What follows belongs to an exercise in optimizing a design on an open flow for small area, a short achievable clock period and few clock cycles per item; a production flow would make more cautious choices.
The RTL was checked by simulation tests, not by an equivalence proof against the original design.
Power and IR drop assume default switching activity.

==> design.v <==
module dither_engine (
    input  wire         clk,
    input  wire         rst,           
    input  wire         req_valid,
    output wire         req_ready,
    input  wire [63:0]  req,
    output reg          rsp_valid,
    output reg  [3:0]   rsp_status,
    output reg  [255:0] rsp_grid
);
    localparam [3:0] ST_OK          = 4'd0;
    localparam [3:0] ST_ILLEGAL     = 4'd1;
    localparam [3:0] ST_HEX_LENGTH  = 4'd2;
    localparam [3:0] ST_HEX_PREFIX  = 4'd3;
    localparam [3:0] ST_HEX_DIGIT   = 4'd4;
    localparam [3:0] ST_COUNT_RANGE = 4'd6;
    localparam [3:0] S_IDLE      = 4'd0;
    localparam [3:0] S_DECODE    = 4'd1;   
    localparam [3:0] S_NORMALIZE = 4'd2;   
    localparam [3:0] S_CLASSIFY  = 4'd3;   
    localparam [3:0] S_TRANSFORM = 4'd4;   
    localparam [3:0] S_TABLE     = 4'd5;   
    localparam [3:0] S_RESTORE   = 4'd6;   
    localparam [3:0] S_SORT      = 4'd7;   
    localparam [3:0] S_MAP       = 4'd8;   
    localparam [3:0] S_PUBLISH   = 4'd9;
    reg [3:0] state;
    reg       busy;
    assign req_ready = ~busy;
    wire accept = req_valid & req_ready;
    function signed [2:0] matrix_entry;
        input [1:0] s;
        input [1:0] i;
        input [1:0] k;
        begin
            case ({s, i, k})
                6'b00_00_00: matrix_entry = -3'sd2;
                6'b00_00_01: matrix_entry =  3'sd0;
                6'b00_00_10: matrix_entry =  3'sd0;
                6'b00_01_00: matrix_entry =  3'sd2;
                6'b00_01_01: matrix_entry = -3'sd2;
                6'b00_01_10: matrix_entry =  3'sd0;
                6'b00_10_00: matrix_entry =  3'sd0;
                6'b00_10_01: matrix_entry =  3'sd0;
                6'b00_10_10: matrix_entry =  3'sd2;
                6'b01_00_00: matrix_entry = -3'sd2;
                6'b01_00_01: matrix_entry = -3'sd2;
                6'b01_00_10: matrix_entry =  3'sd0;
                6'b01_01_00: matrix_entry =  3'sd2;
                6'b01_01_01: matrix_entry =  3'sd0;
                6'b01_01_10: matrix_entry =  3'sd0;
                6'b01_10_00: matrix_entry =  3'sd0;
                6'b01_10_01: matrix_entry =  3'sd0;
                6'b01_10_10: matrix_entry =  3'sd2;
                6'b10_00_00: matrix_entry =  3'sd1;
                6'b10_00_01: matrix_entry = -3'sd1;
                6'b10_00_10: matrix_entry =  3'sd0;
                6'b10_01_00: matrix_entry =  3'sd1;
                6'b10_01_01: matrix_entry =  3'sd1;
                6'b10_01_10: matrix_entry =  3'sd0;
                6'b10_10_00: matrix_entry =  3'sd0;
                6'b10_10_01: matrix_entry =  3'sd0;
                6'b10_10_10: matrix_entry =  3'sd2;
                6'b11_00_00: matrix_entry = -3'sd2;
                6'b11_00_01: matrix_entry =  3'sd0;
                6'b11_00_10: matrix_entry =  3'sd0;
                6'b11_01_00: matrix_entry =  3'sd0;
                6'b11_01_01: matrix_entry =  3'sd1;
                6'b11_01_10: matrix_entry = -3'sd1;
                6'b11_10_00: matrix_entry =  3'sd1;
                6'b11_10_01: matrix_entry =  3'sd0;
                6'b11_10_10: matrix_entry =  3'sd1;
                default:    matrix_entry =  3'sd0;
            endcase
        end
    endfunction
    function [3:0] vertex_code;
        input [1:0] s;
        input [1:0] v;
        begin
            case ({s, v})
                4'b00_00: vertex_code = 4'h3;
                4'b00_01: vertex_code = 4'h0;
                4'b00_10: vertex_code = 4'h1;
                4'b00_11: vertex_code = 4'h7;
                4'b01_00: vertex_code = 4'h3;
                4'b01_01: vertex_code = 4'h1;
                4'b01_10: vertex_code = 4'h9;
                4'b01_11: vertex_code = 4'h7;
                4'b10_00: vertex_code = 4'h3;
                4'b10_01: vertex_code = 4'h9;
                4'b10_10: vertex_code = 4'hb;
                4'b10_11: vertex_code = 4'h7;
                4'b11_00: vertex_code = 4'h9;
                4'b11_01: vertex_code = 4'h7;
                4'b11_10: vertex_code = 4'hb;
                default:  vertex_code = 4'hf;
            endcase
        end
    endfunction
    function [4:0] rank_of;
        input [3:0] p;
        begin
            case (p)
                4'h0: rank_of = 5'd2;
                4'h1: rank_of = 5'd4;
                4'h2: rank_of = 5'd5;
                4'h3: rank_of = 5'd8;
                4'h4: rank_of = 5'd3;
                4'h5: rank_of = 5'd6;
                4'h6: rank_of = 5'd7;
                4'h7: rank_of = 5'd9;
                4'h8: rank_of = 5'd0;
                4'h9: rank_of = 5'd11;
                4'ha: rank_of = 5'd12;
                4'hb: rank_of = 5'd15;
                4'hc: rank_of = 5'd10;
                4'hd: rank_of = 5'd13;
                4'he: rank_of = 5'd14;
                default: rank_of = 5'd16;
            endcase
        end
    endfunction
    function [5:0] template_of;
        input [5:0] j;
        begin
            case (j)
                6'd0:  template_of = 6'd0;   6'd1:  template_of = 6'd32;
                6'd2:  template_of = 6'd8;   6'd3:  template_of = 6'd40;
                6'd4:  template_of = 6'd2;   6'd5:  template_of = 6'd34;
                6'd6:  template_of = 6'd10;  6'd7:  template_of = 6'd42;
                6'd8:  template_of = 6'd48;  6'd9:  template_of = 6'd16;
                6'd10: template_of = 6'd56;  6'd11: template_of = 6'd24;
                6'd12: template_of = 6'd50;  6'd13: template_of = 6'd18;
                6'd14: template_of = 6'd58;  6'd15: template_of = 6'd26;
                6'd16: template_of = 6'd12;  6'd17: template_of = 6'd44;
                6'd18: template_of = 6'd4;   6'd19: template_of = 6'd36;
                6'd20: template_of = 6'd14;  6'd21: template_of = 6'd46;
                6'd22: template_of = 6'd6;   6'd23: template_of = 6'd38;
                6'd24: template_of = 6'd60;  6'd25: template_of = 6'd28;
                6'd26: template_of = 6'd52;  6'd27: template_of = 6'd20;
                6'd28: template_of = 6'd62;  6'd29: template_of = 6'd30;
                6'd30: template_of = 6'd54;  6'd31: template_of = 6'd22;
                6'd32: template_of = 6'd3;   6'd33: template_of = 6'd35;
                6'd34: template_of = 6'd11;  6'd35: template_of = 6'd43;
                6'd36: template_of = 6'd1;   6'd37: template_of = 6'd33;
                6'd38: template_of = 6'd9;   6'd39: template_of = 6'd41;
                6'd40: template_of = 6'd51;  6'd41: template_of = 6'd19;
                6'd42: template_of = 6'd59;  6'd43: template_of = 6'd27;
                6'd44: template_of = 6'd49;  6'd45: template_of = 6'd17;
                6'd46: template_of = 6'd57;  6'd47: template_of = 6'd25;
                6'd48: template_of = 6'd15;  6'd49: template_of = 6'd47;
                6'd50: template_of = 6'd7;   6'd51: template_of = 6'd39;
                6'd52: template_of = 6'd13;  6'd53: template_of = 6'd45;
                6'd54: template_of = 6'd5;   6'd55: template_of = 6'd37;
                6'd56: template_of = 6'd63;  6'd57: template_of = 6'd31;
                6'd58: template_of = 6'd55;  6'd59: template_of = 6'd23;
                6'd60: template_of = 6'd61;  6'd61: template_of = 6'd29;
                6'd62: template_of = 6'd53;  default: template_of = 6'd21;
            endcase
        end
    endfunction
    function is_hex;
        input [7:0] c;
        begin
            is_hex = (c >= 8'h30 && c <= 8'h39) ||
                     (c >= 8'h41 && c <= 8'h46) ||
                     (c >= 8'h61 && c <= 8'h66);
        end
    endfunction
    function [3:0] hexval;
        input [7:0] c;
        begin
            if (c >= 8'h30 && c <= 8'h39)
                hexval = c[3:0];             
            else
                hexval = c[3:0] + 4'd9;      
        end
    endfunction
    function [6:0] scale;
        input [7:0] a;
        reg [7:0] half;
        begin
            half  = {1'b0, a[7:1]} + {7'd0, a[0]};
            scale = half[7:1];
        end
    endfunction
    function [3:0] restore;
        input [3:0] p;
        input       swap_rb;
        input       swap_gb;
        input       swap_rg;
        reg r, g, b, t;
        begin
            r = p[0]; g = p[1]; b = p[2];
            if (swap_rg) begin t = r; r = g; g = t; end
            if (swap_gb) begin t = g; g = b; b = t; end
            if (swap_rb) begin t = r; r = b; b = t; end
            restore = {p[3], b, g, r};
        end
    endfunction
    reg [63:0] req_q;
    reg [7:0]  in_r, in_g, in_b;         
    reg [7:0]  nr, ng, nb;               
    reg        swap_rb, swap_gb, swap_rg;
    reg [1:0]  ss;                       
    reg [6:0]  sr, sg, sb;               
    reg signed [7:0] c1, c2, c3;         
    reg [15:0] tab_code;                 
    reg [27:0] tab_count;                
    reg [2:0]  tn;
    reg [1:0]  k;
    reg [6:0]  cum;
    reg [63:0] asg;
    reg [3:0] dec_status;
    reg [7:0] dec_r, dec_g, dec_b;
    integer   ci;
    always @(*) begin
        dec_status = ST_OK;
        dec_r = req_q[23:16];
        dec_g = req_q[15:8];
        dec_b = req_q[7:0];
        if (req_q[63:60] == 4'h1) begin
            if (req_q[59:24] != 36'd0)
                dec_status = ST_ILLEGAL;
        end else if (req_q[63:60] == 4'h2) begin
            if (req_q[59:56] != 4'd7)
                dec_status = ST_HEX_LENGTH;
            else if (req_q[55:48] != 8'h23)
                dec_status = ST_HEX_PREFIX;
            else begin
                for (ci = 0; ci < 6; ci = ci + 1)
                    if (!is_hex(req_q[8*ci +: 8]))
                        dec_status = ST_HEX_DIGIT;
            end
            dec_r = {hexval(req_q[47:40]), hexval(req_q[39:32])};
            dec_g = {hexval(req_q[31:24]), hexval(req_q[23:16])};
            dec_b = {hexval(req_q[15:8]),  hexval(req_q[7:0])};
        end else begin
            dec_status = ST_ILLEGAL;
        end
    end
    reg [7:0] n1_r, n1_g, n1_b, n_t;
    reg       n_rb, n_gb, n_rg;
    always @(*) begin
        n1_r = in_r; n1_g = in_g; n1_b = in_b;
        n_rb = 1'b0; n_gb = 1'b0; n_rg = 1'b0;
        if (n1_r < n1_b) begin n_t = n1_r; n1_r = n1_b; n1_b = n_t; n_rb = 1'b1; end
        else n_t = 8'd0;
        if (n1_g < n1_b) begin n_t = n1_g; n1_g = n1_b; n1_b = n_t; n_gb = 1'b1; end
        if (n1_r < n1_g) begin n_t = n1_r; n1_r = n1_g; n1_g = n_t; n_rg = 1'b1; end
    end
    reg [1:0] cls_ss;
    wire [8:0] sum_rg = {1'b0, nr} + {1'b0, ng};
    wire [8:0] sum_rb = {1'b0, nr} + {1'b0, nb};
    always @(*) begin
        if (!nr[7])
            cls_ss = 2'd0;
        else if (!sum_rg[8])
            cls_ss = 2'd1;
        else if (!sum_rb[8])
            cls_ss = 2'd2;
        else
            cls_ss = 2'd3;
    end
    reg signed [7:0] vr, vg, vb;
    reg signed [7:0] xf [0:2];
    integer xi;
    always @(*) begin
        if (ss == 2'd3) begin
            vr = $signed({1'b0, sr}) - 8'sd64;
            vg = $signed({1'b0, sg});
            vb = $signed({1'b0, sb});
        end else begin
            vr = $signed({1'b0, sr}) - 8'sd32;
            vg = $signed({1'b0, sg}) - 8'sd32;
            vb = $signed({1'b0, sb});
        end
        for (xi = 0; xi < 3; xi = xi + 1)
            xf[xi] = matrix_entry(ss, xi[1:0], 2'd0) * vr
                   + matrix_entry(ss, xi[1:0], 2'd1) * vg
                   + matrix_entry(ss, xi[1:0], 2'd2) * vb;
    end
    wire signed [7:0] c0 = 8'sd64 - c1 - c2 - c3;
    wire count_bad = c0[7] | c1[7] | c2[7] | c3[7];
    reg [15:0] bt_code;
    reg [27:0] bt_count;
    reg [2:0]  bt_n;
    reg signed [7:0] bt_c;
    integer bv;
    always @(*) begin
        bt_n     = 3'd0;
        bt_code  = 16'd0;
        bt_count = 28'd0;
        for (bv = 0; bv < 4; bv = bv + 1) begin
            case (bv)
                0: bt_c = c0;
                1: bt_c = c1;
                2: bt_c = c2;
                default: bt_c = c3;
            endcase
            if (bt_c != 8'sd0) begin
                bt_code[4*bt_n[1:0] +: 4]  = vertex_code(ss, bv[1:0]);
                bt_count[7*bt_n[1:0] +: 7] = bt_c[6:0];
                bt_n = bt_n + 3'd1;
            end
        end
    end
    reg [15:0] so_code;
    reg [27:0] so_count;
    reg [19:0] so_key;
    reg [3:0]  sw_code;
    reg [6:0]  sw_count;
    reg [4:0]  sw_key;
    integer si, sa, sb_;
    always @(*) begin
        so_code  = tab_code;
        so_count = tab_count;
        for (si = 0; si < 4; si = si + 1)
            so_key[5*si +: 5] = (si < tn) ? rank_of(tab_code[4*si +: 4]) : 5'd31;
        for (si = 0; si < 5; si = si + 1) begin
            case (si)
                0: begin sa = 0; sb_ = 1; end
                1: begin sa = 2; sb_ = 3; end
                2: begin sa = 0; sb_ = 2; end
                3: begin sa = 1; sb_ = 3; end
                default: begin sa = 1; sb_ = 2; end
            endcase
            sw_code  = so_code[4*sa +: 4];
            sw_count = so_count[7*sa +: 7];
            sw_key   = so_key[5*sa +: 5];
            if (so_key[5*sa +: 5] > so_key[5*sb_ +: 5]) begin
                so_code[4*sa +: 4]   = so_code[4*sb_ +: 4];
                so_count[7*sa +: 7]  = so_count[7*sb_ +: 7];
                so_key[5*sa +: 5]    = so_key[5*sb_ +: 5];
                so_code[4*sb_ +: 4]  = sw_code;
                so_count[7*sb_ +: 7] = sw_count;
                so_key[5*sb_ +: 5]   = sw_key;
            end
        end
    end
    wire [6:0] cum_next = cum + tab_count[7*k +: 7];
    integer e, j;
    always @(posedge clk) begin
        if (rst) begin
            state      <= S_IDLE;
            busy       <= 1'b0;
            rsp_valid  <= 1'b0;
            rsp_status <= ST_OK;
        end else begin
            case (state)
                S_IDLE: begin
                    if (accept) begin
                        req_q     <= req;
                        busy      <= 1'b1;
                        rsp_valid <= 1'b0;
                        state     <= S_DECODE;
                    end
                end
                S_DECODE: begin
                    in_r <= dec_r;
                    in_g <= dec_g;
                    in_b <= dec_b;
                    if (dec_status != ST_OK) begin
                        rsp_status <= dec_status;
                        state      <= S_PUBLISH;
                    end else begin
                        rsp_status <= ST_OK;
                        state      <= S_NORMALIZE;
                    end
                end
                S_NORMALIZE: begin
                    nr      <= n1_r;
                    ng      <= n1_g;
                    nb      <= n1_b;
                    swap_rb <= n_rb;
                    swap_gb <= n_gb;
                    swap_rg <= n_rg;
                    state   <= S_CLASSIFY;
                end
                S_CLASSIFY: begin
                    ss    <= cls_ss;
                    sr    <= scale(nr);
                    sg    <= scale(ng);
                    sb    <= scale(nb);
                    state <= S_TRANSFORM;
                end
                S_TRANSFORM: begin
                    c1    <= xf[0];
                    c2    <= xf[1];
                    c3    <= xf[2];
                    state <= S_TABLE;
                end
                S_TABLE: begin
                    tab_code  <= bt_code;
                    tab_count <= bt_count;
                    tn <= bt_n;
                    if (count_bad) begin
                        rsp_status <= ST_COUNT_RANGE;
                        state      <= S_PUBLISH;
                    end else begin
                        state <= S_RESTORE;
                    end
                end
                S_RESTORE: begin
                    for (e = 0; e < 4; e = e + 1)
                        tab_code[4*e +: 4] <= restore(tab_code[4*e +: 4], swap_rb, swap_gb, swap_rg);
                    state <= S_SORT;
                end
                S_SORT: begin
                    tab_code  <= so_code;
                    tab_count <= so_count;
                    k     <= 2'd0;
                    cum   <= 7'd0;
                    asg   <= 64'd0;
                    state <= S_MAP;
                end
                S_MAP: begin
                    for (j = 0; j < 64; j = j + 1) begin
                        if (!asg[j] && ({1'b0, template_of(j[5:0])} < cum_next)) begin
                            rsp_grid[4*j +: 4] <= tab_code[4*k +: 4];
                            asg[j]             <= 1'b1;
                        end
                    end
                    cum <= cum_next;
                    k   <= k + 2'd1;
                    if ({1'b0, k} == tn - 3'd1)
                        state <= S_PUBLISH;
                end
                S_PUBLISH: begin
                    rsp_valid <= 1'b1;
                    busy      <= 1'b0;
                    state     <= S_IDLE;
                end
                default: state <= S_IDLE;
            endcase
        end
    end
endmodule
==> run.sh <==
#!/bin/bash
# synth_recipe.tcl (not shown) runs the flow's synth.tcl, then flattens the netlist and writes it again
# the make line also repeats each setting of config.mk as NAME=value (left out here)
make -C /OpenROAD-flow-scripts/flow DESIGN_CONFIG=/design/flow/config.mk WORK_HOME=/design/flow/orfs CLKGATE_MAP_FILE= SYNTH_SCRIPT=/design/flow/synth_recipe.tcl finish
==> config.mk <==
export PLATFORM = sky130hd
export DESIGN_NAME = dither_engine
export DESIGN_NICKNAME = dither_engine
export VERILOG_FILES = /design/flow/design.v
export SDC_FILE = /design/flow/constraint.sdc
export NUM_CORES = 4
export LEC_CHECK = 0
export CAP_MARGIN = 20
export CORE_MARGIN = 2
export CORE_UTILIZATION = 40
export PLACE_DENSITY = 0.6
export SLEW_MARGIN = 20
==> constraint.sdc <==
create_clock -name core_clock -period 7.0 [get_ports {clk}]
set_input_delay 1.4000 -clock core_clock [delete_from_list [all_inputs] [get_ports {clk}]]
set_output_delay 1.4000 -clock core_clock [all_outputs]
set_load 0.01 [all_outputs]
==> results.txt <==
- Layout Cells excl Fill: 3932
- DR pass1 iterations: 7
- Tmin final: 6.35 ns
- Worst IR Drop VDD: 0.000180 V
- Hold Path Origin: busy
- Initial antenna violation count: 3
- Most frequent cell after synthesis: edfxtp_1
- Final RePlAce weighted congestion: 0.891
- Area share of the largest cell type after synthesis: 52.7%
- Final Core Density: 49.1%
- Status: complete, no violations
- Tcrit/Tclk final: 90.7%
- Via-to-Cell Ratio: 5.39
- Yosys cell types: 82
- Xor/xnor share of the synthesized area: 2.80%
- Adder-cell share of the synthesized area: 12.5%
- Final net count: 3188
- WP data required: 7.32 ns
- Die Width: 281 um
- First-pass GRT wire length: 129000 um
- Max Fclk: 157 MHz
- Worst clock skew: 0.0219 ns
- Grt ovf: 0
- Detailed placer's ending HPWL: 63200 um
- Worst-path clk slew: 0.07 ns
- Setup TNS: 0 ns
- Top cells by area, synth: edfxtp_1 (53%), ha_1 (8.3%), mux2i_1 (4.9%)
- Max Slew Vio Count: 0
- Design area: 0.0373 mm2
- Die Footprint: 0.0789 mm2
- Share of cells above drive strength 1: 7.34%
- Placed Area: 0.0352 mm2
- Worst-Margin Slew: 1.12 ns
- Io pins: 329
- Mux contribution to synthesized area: 6.58%
- Worst Hold Class: flop to flop
- CP Capture Type: flop
- Post-Synth Simple-Gate Area: 9.43%
- Clock latency (worst-skew pair): 0.63 ns
- Area Growth Syn to Fin: 21.6%
- Inst Count DP: 3823
- Register area share after synthesis: 53.3%
- R2R setup slack: 0.65 ns
- Fin. Hold Viols: 0
- Synth Flop Type: edfxtp_1
- Starting Density: 40.4%
- Largest family of logic cells by synthesized area: adder cells
- CP dominant cell by count: ha_1
- Area of the core: 0.0759 mm2
- # rows: 101
- Top cells by count, synth: edfxtp_1 (538), ha_1 (203), inv_1 (193)
- Clk buf depth: 3
- Clock buffer count from CTS: 57
- WHS Endpoint: busy
- Post-synth ARST share: 0%
- CP max stage delay: 0.58 ns
- GR peak layer: met2
- GRT Util Overall: 21.2%
- Via count: 21.2k
- Avg Inst Size Synth: 12.1 um2
- Worst path cell trace: inv_1 > ha_1 > nor2b_1 > a211oi_1 > inv_1 > ha_1 > o21a_1 > o31ai_1 > a21oi_4 > buf_4 > mux2i_1 > ha_1 > o21a_1 > o21ai_0 > a21o_1 > o21ai_0 > ha_1 > nor2b_1 > o21a_1 > o21ai_0 > a21oi_2 > buf_4 > mux2i_1 > a21oi_1
- GR met1 Demand/Resource: 27.8%
- Final antenna-violating net count: 0
- WL/cell: 21.5 um
- Root Driver: clkbuf_16
- Setup violators final: 0
- Clk sinks: 547
- Reg-to-Reg End: tab_count[16]
- M2 GR Usage: 36.8%
- Total Wirelength: 84500 um
- Vias in the first global route: 21.4k
- PD cells: 225 mW/mm2
- Synth area leader: edfxtp_1
- Critical R2R Launch: tab_code[0]
- Met3 global-route usage: 2.89%
- Syn Std Cell Area: 0.0307 mm2
- Synthesized flop and latch total: 547
- Leakage power: 0.0141 uW
- Max-cap violations: 0
- CP Data Arrival Time: 6.67 ns
- First DRT Iteration DRCs: 1447
- R2R depth: 24
- DRC viols: 0
- Hold_buf cts: 0
- EDFF count, synth: 538
- CTS tree: done
- Max stage delay cell, worst path: edfxtp_1
- Slew HR: 24.8%
- Compound-Gate Fraction of Synth Area: 11.4%
- Cells after synthesis: 2531
- RSZ-0062 raised after global routing: false
- I/O Buffers: 327
- Tightest hold margin: 0.516 ns
- Kind of critical path: flop to flop
- CP Launch Type: flop
- H-Tree Depth: 2
- Cell count of the worst hold path: 2
- Max FO, Critical Path: 16
- Setup Buffers After CTS: 0
- Post-CTS sizing: 0
- DIE HEIGHT: 281 um
- Largest net degree at the start of global routing: 95
- Synth Warn #: 322
-- power by group --
group	internal, uW	switching [uW]
registers	3810	83.2
logic	395	712
clock network	2030	1350
total	6230	2150
-- how the worst max path moves through the flow --
stage,cells after the start,start,to
2_1_floorplan,31,tab_code[8],tab_code[11]
3_3_place_gp,28,tab_code[0],tab_count[8]
3_5_place_dp,26,tab_code[0],tab_count[16]
4_1_cts,28,tab_code[0],tab_count[16]
5_1_grt,24,tab_code[0],tab_count[8]
6_report,24,tab_code[0],tab_count[16]
-- logic make-up after synthesis --
kind of cell | after synthesis
compound gates | 524
xor+xnor | 97
fa+ha+maj | 268
buf+inv | 310
flops | 547
mux | 183
other cells | 1
simple gates | 601
-- worst max-delay path: cells and delay by family (launching register included) --
kind	cells	cell delay, ns
AOI/OAI and AO/OA	12	2.65
adders and majority gates	4	1.12
buffers and inverters	4	0.92
DFF	1	0.58
muxes	2	0.53
and+or+nand+nor	2	0.24
-- sequential cells by signal, indices dropped and copies added, names as in the netlist, 16 cells and up --
name       cells
asg           64
req_q         64
tab_count     28
tab_code      16
rsp_grid     256
-- per-stage QoR --
stage | total power [uW] | setup WS, ns
after floorplan | 4640 | 0.177
after global routing | 8700 | 0.178
after detailed placement | 5060 | 0.781
after global placement | 5030 | 0.890
final | 8380 | 0.649
after CTS | 8440 | 0.750
-- metal layers --
metal  vias up  part of all wire [%]  routed length (um)
li1       9960                     -                   -
met1     10455                    43               36400
met2       642                    50               41900
met3       123                   5.0                4230
met4         0                   2.3                1970
met5         -                     0                   0
-- cell type report --
| class | instances | area [um2] |
|---|---|---|
| Fill cell | 6628 | 38600 |
| Sequential cell | 547 | 16300 |
| Multi-Input combinational cell | 1680 | 13200 |
| Timing Repair Buffer | 372 | 3620 |
| Clock buffer | 60 | 1440 |
| Tap cell | 1030 | 1290 |
| Inverter | 195 | 732 |
| Clock inverter | 47 | 666 |
| Antenna cell | 1 | 2.50 |
-- layout by cell type, fill, tap and decap left out, drive strengths merged, types with 20 or more instances in the layout --
master         synthesis  final
nand2                147    147
clkinv                 1     20
a21oi                144    144
nand3                 33     33
inv                  194    201
fa                    65     65
xor2                  24     24
nor4                  20     20
nand2b                24     24
edfxtp               538    538
clkdlybuf4s50          0    327
a221oi                20     20
xnor2                 73     73
a21o                  40     40
mux2i                151    151
o22ai                 23     23
nor2                 183    183
ha                   203    203
nor2b                 34     34
a211oi                33     33
buf                   35     45
o31ai                 33     33
and2                  46     46
nor3                  52     52
o21ai                 88     88
clkbuf                80     60
and3                  25     25
Testbench counts, summed over its fixed seeds: cycles 36,623, items 3,200.

what the ideal ports hide:
The results above use ideal ports. As a check the final layout listed here was re-extracted and re-timed, cells and wires unchanged. Step 1, drivers: a clkbuf_16 drives clk and a buf_2 each remaining input, both assumed. Step 2 also shifts input and output timing later by t, the mid clock arrival at the registers, as if the neighbouring blocks saw the same clock. Three values: ideal, step 1, step 2; two values: the first two.
shift t [ns]: 0.683
setup slack, ns: 0.649 / 0.649 / 0.649
worst setup path at the end: register to register
worst register clock-pin slew, ns: 0.07 / 0.07
worst data-port slew with drivers (ns): 0.08
After both steps setup and hold are still met in this run. For this run, drivers alone change the setup slack by 0.000 ns; drivers and shift together by 0.000 ns.
